Source: an optimization exercise on an open RTL-to-GDS flow (aim: small area and few clock cycles). Production flows keep margins and buffers that such runs may drop. No functional check of the RTL was part of this run. Power is estimated from default activity; no workload was simulated.

$ cat flow/run.sh
#!/bin/bash
# synth_recipe.tcl (not shown) runs the flow's synth.tcl, then flattens the netlist and writes it again
# the make line also repeats each setting of config.mk as NAME=value (left out here)
make -C /OpenROAD-flow-scripts/flow DESIGN_CONFIG=/design/flow/config.mk WORK_HOME=/design/flow/orfs CLKGATE_MAP_FILE= SYNTH_SCRIPT=/design/flow/synth_recipe.tcl finish
$ cat flow/config.mk
export PLATFORM = sky130hd
export DESIGN_NAME = hdlc_rx32
export DESIGN_NICKNAME = hdlc_rx32
export VERILOG_FILES = /design/flow/design.v
export SDC_FILE = /design/flow/constraint.sdc
export NUM_CORES = 4
export LEC_CHECK = 0
export CAP_MARGIN = 20
export CORE_MARGIN = 2
export CORE_UTILIZATION = 40
export SLEW_MARGIN = 20
$ cat flow/constraint.sdc
create_clock -name core_clock -period 5.5 [get_ports {clk}]
set_input_delay 1.1000 -clock core_clock [delete_from_list [all_inputs] [get_ports {clk}]]
set_output_delay 1.1000 -clock core_clock [all_outputs]
set_load 0.01 [all_outputs]
$ cat flow/design.v
module crc16_x25_byte (
    input  wire [15:0] crc_in,
    input  wire [7:0]  data,
    output reg  [15:0] crc_out
);
    integer i;
    reg [15:0] c;
    always @(*) begin
        c = crc_in ^ {8'h00, data};
        for (i = 0; i < 8; i = i + 1) begin
            if (c[0])
                c = (c >> 1) ^ 16'h8408;
            else
                c = c >> 1;
        end
        crc_out = c;
    end
endmodule
module hdlc_rx32 (
    input  wire        clk,
    input  wire        rst,
    input  wire        rx_valid,
    output wire        rx_ready,
    input  wire [31:0] rx_data,
    input  wire  [2:0] rx_len,
    input  wire        rx_clear,
    output wire        pl_valid,
    input  wire        pl_ready,
    output reg  [31:0] pl_data,
    output wire  [2:0] pl_len,
    output wire        pl_end,
    output wire        pl_crc_ok,
    output wire        pl_abort
);
    localparam [7:0]  FLAG = 8'h7E;
    localparam [7:0]  ESC  = 8'h7D;
    localparam [15:0] RESIDUE = 16'hF0B8;
    reg        open_r;      
    reg        ne_r;        
    reg        esc_r;       
    reg  [1:0] hc_r;        
    reg  [7:0] h0_r;        
    reg  [7:0] h1_r;        
    reg [15:0] crc_r;       
    reg  [1:0] off_r;       
    integer p, j;
    reg [3:0] inr, isf, ise;
    always @(*) begin
        for (p = 0; p < 4; p = p + 1) begin
            inr[p] = (p >= off_r) && (p < rx_len);
            isf[p] = inr[p] && (rx_data[8*p +: 8] == FLAG);
            ise[p] = (rx_data[8*p +: 8] == ESC);
        end
    end
    reg       hasf;
    reg [1:0] f;
    reg [3:0] pre, post;    
    reg       grp, second;
    always @(*) begin
        hasf = 1'b0; f = 2'd0;
        for (p = 3; p >= 0; p = p - 1)
            if (isf[p]) begin hasf = 1'b1; f = p; end
        pre = 4'd0; post = 4'd0; grp = 1'b1; second = 1'b0;
        for (p = 0; p < 4; p = p + 1) begin
            if (!hasf || p < f) begin
                pre[p] = inr[p];
            end else if (p > f) begin
                if (grp && !isf[p]) grp = 1'b0;
                if (!grp) begin
                    post[p] = inr[p] && !isf[p];
                    if (isf[p]) second = 1'b1;
                end
            end
        end
    end
    reg [3:0] body, val;
    reg [7:0] u [0:3];
    reg       e;
    reg [3:0] esc_at;
    always @(*) begin
        e = esc_r;
        for (p = 0; p < 4; p = p + 1) begin
            body[p] = (pre[p] && open_r) || post[p];
            esc_at[p] = e;
            if (hasf && p == f) e = 1'b0;
            u[p] = rx_data[8*p +: 8] ^ {2'b00, e, 5'b00000};
            val[p] = 1'b0;
            if (body[p]) begin
                if (!e && ise[p]) begin
                    e = 1'b1;
                end else begin
                    e = 1'b0;
                    val[p] = 1'b1;
                end
            end
        end
    end
    wire esc_f = esc_at[f];
    reg [7:0] v [0:3];
    reg [2:0] n, nb;
    reg [2:0] cnt;
    always @(*) begin
        cnt = 3'd0; nb = 3'd0;
        for (j = 0; j < 4; j = j + 1) v[j] = 8'h00;
        for (p = 0; p < 4; p = p + 1) begin
            if (val[p]) begin
                for (j = 0; j < 4; j = j + 1)
                    if (cnt == j) v[j] = u[p];
                cnt = cnt + 3'd1;
                if (pre[p]) nb = nb + 3'd1;
            end
        end
        n = cnt;
    end
    wire old_ne = ne_r || (|(pre & body));
    wire endf   = hasf && open_r && old_ne;
    wire split  = !rx_clear && hasf && (second || (endf && (n - nb == 3'd3)));
    wire [1:0] hce  = (hasf && !endf) ? 2'd0 : hc_r;
    wire [2:0] tcnt = {1'b0, hce} + (endf ? nb : n);
    wire [2:0] nemit = (tcnt >= 3'd2) ? tcnt - 3'd2 : (endf ? tcnt : 3'd0);
    always @(*) begin
        case (hce)
            2'd2: pl_data = {v[1], v[0], h1_r, h0_r};
            2'd1: pl_data = {v[2], v[1], v[0], h1_r};
            default: pl_data = {v[3], v[2], v[1], v[0]};
        endcase
    end
    wire [15:0] crc_v0;
    crc16_x25_byte u_c0 (.crc_in(crc_r), .data(v[0]), .crc_out(crc_v0));
    reg crc_hit;
    always @(*) begin
        case (nb)
            3'd0: crc_hit = (crc_r  == RESIDUE);
            3'd1: crc_hit = (crc_v0 == RESIDUE);
            3'd2: crc_hit = (crc_r  == ~{v[1], v[0]});
            default: crc_hit = (crc_v0 == ~{v[2], v[1]});
        endcase
    end
    wire crc_good = crc_hit && !esc_f && (tcnt >= 3'd2);
    wire [15:0] cs [0:3];
    reg  [15:0] ci [0:3];
    crc16_x25_byte u_s0 (.crc_in(ci[0]), .data(v[0]), .crc_out(cs[0]));
    crc16_x25_byte u_s1 (.crc_in(ci[1]), .data(v[1]), .crc_out(cs[1]));
    crc16_x25_byte u_s2 (.crc_in(ci[2]), .data(v[2]), .crc_out(cs[2]));
    crc16_x25_byte u_s3 (.crc_in(ci[3]), .data(v[3]), .crc_out(cs[3]));
    always @(*) begin
        ci[0] = (hasf && nb == 3'd0) ? 16'hFFFF : crc_r;
        ci[1] = (hasf && nb == 3'd1) ? 16'hFFFF : cs[0];
        ci[2] = (hasf && nb == 3'd2) ? 16'hFFFF : cs[1];
        ci[3] = (hasf && nb == 3'd3) ? 16'hFFFF : cs[2];
    end
    reg [15:0] crc_n;
    always @(*) begin
        case (n)
            3'd0: crc_n = hasf ? 16'hFFFF : crc_r;
            3'd1: crc_n = (hasf && nb == 3'd1) ? 16'hFFFF : cs[0];
            3'd2: crc_n = (hasf && nb == 3'd2) ? 16'hFFFF : cs[1];
            3'd3: crc_n = (hasf && nb == 3'd3) ? 16'hFFFF : cs[2];
            default: crc_n = cs[3];
        endcase
    end
    reg [7:0] nh0, nh1;
    always @(*) begin
        case (n)
            3'd0: begin nh0 = h0_r; nh1 = h1_r; end
            3'd1: begin nh0 = h1_r; nh1 = v[0]; end
            3'd2: begin nh0 = v[0]; nh1 = v[1]; end
            3'd3: begin nh0 = v[1]; nh1 = v[2]; end
            default: begin nh0 = v[2]; nh1 = v[3]; end
        endcase
    end
    wire [2:0] hn = hasf ? (n - nb) : ({1'b0, hc_r} + n);
    wire ev = rx_clear ? (open_r && ne_r) : (endf || nemit != 3'd0);
    assign pl_valid  = rx_valid && ev;
    assign pl_len    = rx_clear ? 3'd0 : nemit;
    assign pl_end    = rx_clear || endf;
    assign pl_crc_ok = !rx_clear && crc_good;
    assign pl_abort  = rx_clear;
    wire go = rx_valid && (!ev || pl_ready);
    assign rx_ready = (!ev || pl_ready) && !split;
    wire new_ne = |post;
    always @(posedge clk) begin
        if (rst) begin
            open_r <= 1'b0;
            off_r  <= 2'd0;
        end else if (go) begin
            if (rx_clear) begin
                open_r <= 1'b0;
                off_r  <= 2'd0;
            end else if (split) begin
                open_r <= 1'b1;
                ne_r   <= 1'b0;
                esc_r  <= 1'b0;
                hc_r   <= 2'd0;
                crc_r  <= 16'hFFFF;
                off_r  <= f + 2'd1;
            end else begin
                open_r <= open_r || hasf;
                ne_r   <= hasf ? new_ne : (ne_r || (|body));
                esc_r  <= e;
                hc_r   <= (hn >= 3'd2) ? 2'd2 : hn[1:0];
                crc_r  <= crc_n;
                h0_r   <= nh0;
                h1_r   <= nh1;
                off_r  <= 2'd0;
            end
        end
    end
endmodule
==> flow_metrics.tcl <==
set metrics [dict create \
    cp_slowest_stage_delay_ns 0.48 \
    so_faults "negative setup slack" \
    port_buffers 79 \
    synthToLayoutAreaGrowth_pct 79.0 \
    final_nets 1837 \
    period_share 1.41 \
    rsz0062_at_grt "true" \
    async_flop_share 0 \
    fmax_mhz 129 \
    final_cell_mix "buf_4, nand2_1, nor2_1" \
    cts_sinks 39 \
    clockBufferDepth 2 \
    drv_cap 0 \
    die_y_um 153 \
    multiInputGateArea_um2 9130 \
    path_class "in -> reg" \
    ant_nets 0 \
    h-tree-depth 2 \
    gp_congestion 0.975 \
    die_area_um2 23500 \
    ir_drop_v 0.000121 \
    gr-usage-all-layers 0.366 \
    yosysWarnings 8 \
    synth_edf_count 36 \
    synth_cells 1240 \
    wl_um 46700 \
    avgSynthCellArea_um2 7.20 \
    ios 80 \
    hold_buffers 0 \
    clk_pin_slew_ns 0.07 \
    synth_flop_cell "edfxtp_1" \
    firstDrtPassIters 6 \
    synth-seq-cells 39 \
    antenna_found_initial 0 \
    status "complete, but fails checks" \
    synth_cell_type_count 109 \
    dpl_worst_slack_ns -2.93 \
    final_util 0.730 \
    rows 54 \
    hold_viol 0 \
    drive_gt1_frac 0.524 \
    fin_ws_ns -2.23 \
    antenna_cells 0 \
    layout_commonest_cell "buf_4" \
    synth.net_count 1303 \
    wire_per_inst_um 22.7 \
    end_kind "flop" \
    cts-root-buf "clkbuf_16" \
    setup_viol 99 \
    grt_pass1_vias 11600 \
    slowest_stage "or4_4" \
    vias_per_cell 6.13 \
    coreArea_um2 21900 \
    relSlewSlack 0.499 \
    num-fill-cells 1732 \
    cts_tree "built" \
    grt.overflow.total 0 \
    placed_area_um2 13900 \
    power_density_nw_per_um2 82.3 \
    design_area_um2 16000 \
    final-seq-area_um2 1140 \
    numCtsBuffers 5 \
    drv_slew 0 \
    startpoint_type "input pin" \
    via_count 12600 \
    start_util 0.408 \
    clk_latency_ns 0.31 \
    dieWidth_um 153 \
    clock_skew_ns 0.0110 \
    hold_path.class "reg -> reg" \
    syn_area_um2 8930 \
    ys_seq_area_frac 0.128 \
    dpl.hpwl_um 35200 \
    drt_iter0_drc 1455 \
    drt_drc_violations_left 0 \
    crit_required_ns 5.55 \
    grt_max_degree 44 \
    p_leak_nw 6.73 \
    worst_pin_slew_ns 0.747 \
    crit_arrival_ns 7.78 \
    path_max_fanout 4 \
    grt_pass1_wl_um 67700 \
    period_needed_ns 7.73 \
]
## registers in the layout, summed over array words and instances, names as in the netlist
name / count
crc_r: 16
h0_r: 8
h1_r: 8
hc_r: 2
off_r: 2
esc_r: 1
ne_r: 1
open_r: 1
## kinds of logic after synthesis
group                      Yosys count  share of synthesized area
xor gates and xnor gates           137                      0.158
adders and majority gates           23                     0.0348
buffers and inverters              121                     0.0592
DFF                                 39                      0.128
and+or+nand+nor                    495                      0.284
AOI/OAI and AO/OA                  391                      0.295
muxes                               34                     0.0412
## layer usage
metal,global-route usage,routed length [µm],vias to the layer above
met5,0,0,-
met4,0.100,1880,0
met3,0.0567,4740,131
met2,0.584,20800,735
met1,0.514,19300,6005
li1,-,-,5722
## cell usage after synthesis (all sizes together) (27+ instances only)
cell,number,area share
a21oi,85,0.049
clkbuf,61,0.026
edfxtp,36,0.12
inv,33,0.014
mux2i,27,0.031
nand2,171,0.072
nand3,46,0.027
nor2,97,0.042
nor3,30,0.019
o211ai,29,0.025
o21ai,97,0.054
xnor2,88,0.096
xor2,40,0.040
## final timing paths
check | start | endpoint | slack [ns] | depth (start not counted)
min | off_r[0] | off_r[0] | 0.63 | 3
max | rx_data[29] | crc_r[10] | -2.23 | 32
max reg2reg | off_r[1] | crc_r[10] | -1.66 | 32
min reg2reg | off_r[0] | off_r[0] | 0.63 | 3
## layout make-up
cell class / instances / area share
multi-input cells: 1081 / 0.571
repair buffers: 613 / 0.317
flip-flops and latches: 39 / 0.0714
well taps: 280 / 0.0219
inverters: 34 / 0.00979
clock buffers: 6 / 0.00807
clock inverters: 2 / 0.000783
## worst max-delay path, delay by kind of cell
kind	cells	cell delay, ns
buf+inv	5	0.72
compound gates	7	1.68
fa+ha+maj	2	0.46
simple gates	11	2.02
xor+xnor	3	0.85
mux	4	0.92
## metrics by stage
stage	cells	power [W]	setup TNS [ns]	hold slack (ns)
finish	2055	0.00131	-140.76	0.634
global route	2055	0.00136	-158.91	0.666
CTS	2000	0.00125	-119.36	0.622
detailed placement	1942	0.000903	-217.55	0.611
global placement	1942	0.000900	-206.01	0.587
floorplan	1240	0.000643	-138.82	0.452
## repair_timing
action                                 in CTS  in global routing
endpoints found under the hold margin       0                  0
pin swaps                                  78                104
setup endpoints to repair                 114                112
resized for setup                         294                261
cloned                                      1                  4
setup buffers                              50                 60
## report_power, final
group	total, W	internal, W	switching [W]	leakage [nW]
Combinational	0.000682	0.000350	0.000331	6.31
Clock	0.000307	0.000168	0.000139	0.0669
Sequential	0.000326	0.000324	0.00000225	0.358
Total	0.00131	0.000842	0.000473	6.73

re-timing with driven ports:
How much do the figures lean on ideal ports? The routed layout below was timed once more, with nothing changed but the port constraints.
Step 1 sets driving cells, clkbuf_16 on the clock port and buf_2 on the other inputs (assumed; they add their load-dependent delay and slew).
Step 2 adds t to the input delays and takes it off the output delays; t is the mean of the earliest and latest rising clock arrival at the registers after step 1. Input paths then give back, and output paths get back, about the clock's delay inside the block.
Slacks: ideal / step 1 / step 2; pairs: ideal / step 1.
shift t [ns]: 0.335
setup slack, ns: -2.228 / -2.220 / -2.555
hold WS [ns]: 0.634 / 0.634 / 0.634
clock arrival spread, ns: 0.011 / 0.011
cell pins on the clock port's net: 1
For this run, drivers alone change the setup slack by +0.008 ns; drivers and shift together by -0.327 ns.
